Source: an optimization exercise on an open RTL-to-GDS flow (aim: small area and a short achievable clock period). Production flows keep margins and buffers that such runs may drop. Function was checked by simulation only, so behaviour that the tests miss may differ from the original. Power is estimated from default activity; no workload was simulated.

## antibuee_proto
module antibuee_proto (
    input              clk,
    input              rst,           
    input              ev_valid,
    input      [2:0]   ev_kind,       
    input      [7:0]   ev_op,         
    input      [7:0]   ev_data,       
    input              ev_wr_ok,      
    output reg         resp_valid,
    output reg [1:0]   resp_code,     
    output reg         tx_valid,
    output reg         tx_two,
    output     [7:0]   tx_b0,
    output reg [7:0]   tx_b1,
    output reg         ack_valid,
    output     [7:0]   ack_cmd,
    output             ack_success,
    output reg [3:0]   ack_reason,
    output reg         unk_valid,
    output     [6:0]   raw_len,
    output     [511:0] raw_bytes,
    output reg         stat_valid,
    output     [223:0] stat_m,
    output     [29:0]  stat_s,
    output     [15:0]  stat_ts,
    output reg         terr_valid,
    output     [7:0]   terr_op,
    output reg         conn_valid,
    output             conn_state
);
    localparam [2:0] EV_ISSUE = 3'd0, EV_RX = 3'd1, EV_TICK = 3'd2,
                     EV_CONNECT = 3'd3, EV_DISCONNECT = 3'd4;
    localparam [1:0] ST_IDLE = 2'd0, ST_BOOT = 2'd1, ST_AWAIT = 2'd2;
    localparam [1:0] PH_START = 2'd0, PH_DATA = 2'd1, PH_ACK = 2'd2;
    localparam [1:0] R_ACCEPTED = 2'd0, R_INVALID = 2'd1, R_BUSY = 2'd2, R_TRANSPORT = 2'd3;
  ...
Size in the first run: roughly 840 flip-flops, roughly 860 I/O pins, ~0.030 mm^2 of cells after synthesis.
Settings: LEC_CHECK=0, CAP_MARGIN=20, CORE_MARGIN=2, CORE_UTILIZATION=40, SLEW_MARGIN=20; clock period 12.0 ns.
standard.sh (not shown) runs the stock make flow with config.mk's settings and CLKGATE_MAP_FILE= SYNTH_SCRIPT=/design/flow/synth_recipe.tcl, a recipe that flattens the netlist after the stock synthesis.
==> flow/flow/run.sh <==
#!/bin/bash
# Standard ORFS layout, with the port buffers made of the smallest buffer cell,
# clock tree synthesis without dummy loads, and timing repair aiming at a
# shorter period than the constraint (the constraint itself is unchanged).
set -euo pipefail
cd "$(dirname "$0")/.."
export BUFFER_PORTS_ARGS="-buffer_cell sky130_fd_sc_hd__buf_1"
export CTS_ARGS="-sink_clustering_enable -repair_clock_nets -dont_use_dummy_load -buf_list sky130_fd_sc_hd__clkbuf_16 -sink_clustering_size 30 -sink_clustering_max_diameter 120"
export SETUP_SLACK_MARGIN=8.3
bash standard.sh > orfs_make.log 2>&1
The starting point completed without violations.
Next try:
--- a/flow/flow/run.sh
+++ b/flow/flow/run.sh
@@ -6,5 +6,6 @@
 cd "$(dirname "$0")/.."
 export BUFFER_PORTS_ARGS="-buffer_cell sky130_fd_sc_hd__buf_1"
-export CTS_ARGS="-sink_clustering_enable -repair_clock_nets -dont_use_dummy_load -buf_list sky130_fd_sc_hd__clkbuf_16 -sink_clustering_size 30 -sink_clustering_max_diameter 120"
+export CTS_ARGS="-sink_clustering_enable -repair_clock_nets -dont_use_dummy_load -buf_list sky130_fd_sc_hd__clkbuf_16 -sink_clustering_size 24 -sink_clustering_max_diameter 100"
 export SETUP_SLACK_MARGIN=8.3
+export PLACE_PINS_ARGS="-min_distance 1 -min_distance_in_tracks"
 bash standard.sh > orfs_make.log 2>&1
- CORE_UTILIZATION: 40 -> 55
Result: The changed run ran to the end with no violations; cell count is lower by about 8%; die area is lower by 27%; clock skew is higher by 0.022 ns; routed wire length is lower by about 5.6%; area after synthesis is unchanged; final area is lower by about 0.8%.
Next try:
--- a/flow/flow/run.sh
+++ b/flow/flow/run.sh
@@ -8,4 +8,3 @@
 export CTS_ARGS="-sink_clustering_enable -repair_clock_nets -dont_use_dummy_load -buf_list sky130_fd_sc_hd__clkbuf_16 -sink_clustering_size 24 -sink_clustering_max_diameter 100"
 export SETUP_SLACK_MARGIN=8.3
-export PLACE_PINS_ARGS="-min_distance 1 -min_distance_in_tracks"
 bash standard.sh > orfs_make.log 2>&1
- CORE_UTILIZATION: 55 -> 40
- GPL_TIMING_DRIVEN: unset -> 0
First-iteration DRC count is higher by 31%.
Synthesized area stays the same.
Setup slack is better by 0.017 ns.


antibuee_proto again, from the RTL that the note above started with.
clock: 12.0 ns
lec_check: 0
cap_margin: 20
core_margin: 2
core_utilization: 40
place_density: 0.7
slew_margin: 20
==> flow/flow/run.sh <==
#!/bin/bash
# Standard ORFS layout, with the port buffers made of the smallest buffer cell,
# clock tree synthesis without dummy loads, and timing repair aiming at a
# shorter period than the constraint (the constraint itself is unchanged).
set -euo pipefail
cd "$(dirname "$0")/.."
export BUFFER_PORTS_ARGS="-buffer_cell sky130_fd_sc_hd__buf_1"
export CTS_ARGS="-sink_clustering_enable -repair_clock_nets -dont_use_dummy_load -buf_list sky130_fd_sc_hd__clkbuf_16 -sink_clustering_size 24 -sink_clustering_max_diameter 100"
export SETUP_SLACK_MARGIN=8.3
bash standard.sh > orfs_make.log 2>&1
The starting point passed the timing, design-rule and antenna checks.
==> next run, changes <==
==> flow/run.sh (new file) <==
#!/bin/bash
# synth_recipe.tcl (not shown) runs the flow's synth.tcl, then flattens the netlist and writes it again
# the make line also repeats each setting of config.mk as NAME=value (left out here)
make -C /OpenROAD-flow-scripts/flow DESIGN_CONFIG=/design/flow/config.mk WORK_HOME=/design/flow/orfs CLKGATE_MAP_FILE= SYNTH_SCRIPT=/design/flow/synth_recipe.tcl finish
Settings changed: PLACE_DENSITY 0.7 to not set, SETUP_SLACK_MARGIN set to 5.
removed: flow/flow/run.sh
removed: flow/standard.sh
Utilization climbs by 8.3 points.
Global-route usage rose by 2.9 points.
Count of clock-buffer cells in the layout rose by 67.
Power grows by a quarter to a third.
Final cell count increases by a few percent.
Setup slack loses 1000 ps.
Clock power is higher by well over a third.
Design area climbs by about a fifth.
Register-to-register slack degrades by 1200 ps.
==> next run, changes <==
==> flow/flow/run.sh (new file) <==
#!/bin/bash
# Standard ORFS layout, with the port buffers made of the smallest buffer cell,
# clock tree synthesis without dummy loads, and timing repair aiming at a
# shorter period than the constraint (the constraint itself is unchanged).
set -euo pipefail
cd "$(dirname "$0")/.."
export BUFFER_PORTS_ARGS="-buffer_cell sky130_fd_sc_hd__buf_1"
export CTS_ARGS="-sink_clustering_enable -repair_clock_nets -dont_use_dummy_load -buf_list sky130_fd_sc_hd__clkbuf_16 -sink_clustering_size 24 -sink_clustering_max_diameter 100"
export SETUP_SLACK_MARGIN=8.3
bash standard.sh > orfs_make.log 2>&1
==> flow/standard.sh (new file) <==
#!/bin/bash
# synth_recipe.tcl (not shown) runs the flow's synth.tcl, then flattens the netlist and writes it again
# the make line also repeats each setting of config.mk as NAME=value (left out here)
make -C /OpenROAD-flow-scripts/flow DESIGN_CONFIG=/design/flow/config.mk WORK_HOME=/design/flow/orfs CLKGATE_MAP_FILE= SYNTH_SCRIPT=/design/flow/synth_recipe.tcl "${@:-finish}"
Settings changed: PLACE_DENSITY set to 0.5, SETUP_SLACK_MARGIN 5 to not set.
removed: flow/run.sh
What happened:
- worst setup slack improves by 1100 ps
- total power decreases by 20%
- flip-flop and latch count does not change
- sequential power is about the same
- via count decreases by 1.6%
==> next run, changes <==
--- a/flow/flow/run.sh
+++ b/flow/flow/run.sh
@@ -8,3 +8,3 @@
 export CTS_ARGS="-sink_clustering_enable -repair_clock_nets -dont_use_dummy_load -buf_list sky130_fd_sc_hd__clkbuf_16 -sink_clustering_size 24 -sink_clustering_max_diameter 100"
-export SETUP_SLACK_MARGIN=8.3
+export SETUP_SLACK_MARGIN=8.2
 bash standard.sh > orfs_make.log 2>&1
Settings changed: PLACE_DENSITY 0.5 to not set.
=> Count of clock-buffer cells in the layout is higher by 3. Sequential share of layout area came out higher by 0.46 points. Routed wire length goes down by 7.9%. Via count is about the same. Setup slack loses 98 ps. Fmax decreases by 2.6%. Synthesized area does not change.
==> next run, changes <==
--- a/flow/flow/run.sh
+++ b/flow/flow/run.sh
@@ -7,4 +7,4 @@
 export BUFFER_PORTS_ARGS="-buffer_cell sky130_fd_sc_hd__buf_1"
-export CTS_ARGS="-sink_clustering_enable -repair_clock_nets -dont_use_dummy_load -buf_list sky130_fd_sc_hd__clkbuf_16 -sink_clustering_size 24 -sink_clustering_max_diameter 100"
-export SETUP_SLACK_MARGIN=8.2
+export CTS_ARGS="-sink_clustering_enable -repair_clock_nets -dont_use_dummy_load -buf_list sky130_fd_sc_hd__clkbuf_16 -sink_clustering_size 18 -sink_clustering_max_diameter 80"
+export SETUP_SLACK_MARGIN=8.3
 bash standard.sh > orfs_make.log 2>&1
- The changed run completed without violations
- worst setup slack got worse by 30 ps
- clock skew drops by 4.1 ps
- power climbs by a few percent
- routed wire length climbs slightly
- non-clock buffer count climbs by 19
- die area is unchanged
- via count climbs slightly
==> next run, changes <==
--- a/flow/flow/run.sh
+++ b/flow/flow/run.sh
@@ -7,3 +7,3 @@
 export BUFFER_PORTS_ARGS="-buffer_cell sky130_fd_sc_hd__buf_1"
-export CTS_ARGS="-sink_clustering_enable -repair_clock_nets -dont_use_dummy_load -buf_list sky130_fd_sc_hd__clkbuf_16 -sink_clustering_size 18 -sink_clustering_max_diameter 80"
+export CTS_ARGS="-sink_clustering_enable -repair_clock_nets -dont_use_dummy_load -buf_list sky130_fd_sc_hd__clkbuf_16 -sink_clustering_size 24 -sink_clustering_max_diameter 100"
 export SETUP_SLACK_MARGIN=8.3
Settings changed: CAP_MARGIN 20 to 5, SLEW_MARGIN 20 to 5.
What happened: Power went down by 3.7%. Synthesized cell count is unchanged. Hold slack loses 43 ps. Final area went down by 0.94%. Clock power went down by about 10%. Final cell count stays flat. Routed wire length hardly moves. Synthesized area does not change. Setup slack gains 110 ps. Sequential share of layout area went up by 0.64 points.

[afterwards: timing with drivers on the ports]
No port has a modelled driver above. Below, the same layouts with a new extraction and two added sets of constraints.
Step 1 assumes that a clkbuf_16 drives the clock port and a buf_2 every other input.
Step 2 adds t to the input delays and takes it off the output delays; t is the mean of the earliest and latest rising clock arrival at the registers after step 1. Input paths then give back, and output paths get back, about the clock's delay inside the block.
Three values: ideal ports, drivers, drivers and shift; two values: the first two.
run	t, ns	slack for setup (ns)	worst setup path at the end
the first run of note 1	0.609	8.217 / 8.099 / 7.489	input to register
the second run of note 1	0.629	8.216 / 8.189 / 7.561	input to register
the third run of note 1	0.643	8.233 / 8.163 / 7.526	input to register
the first run of note 2	0.623	8.255 / 8.147 / 7.524	input to register
the second run of note 2	0.686	7.260 / 7.260 / 6.877	input to register
the third run of note 2	0.640	8.328 / 8.143 / 7.503	input to register
the fourth run of note 2	0.629	8.230 / 8.181 / 7.603	input to register
the fifth run of note 2	0.651	8.200 / 8.084 / 7.433	input to register
the sixth run of note 2	0.631	8.308 / 8.203 / 7.573	input to register
After both steps setup and hold are still met in every run listed. The setup slack of the third run of note 2, which loses most, moves by -0.185 ns with the drivers and by -0.825 ns with both steps.
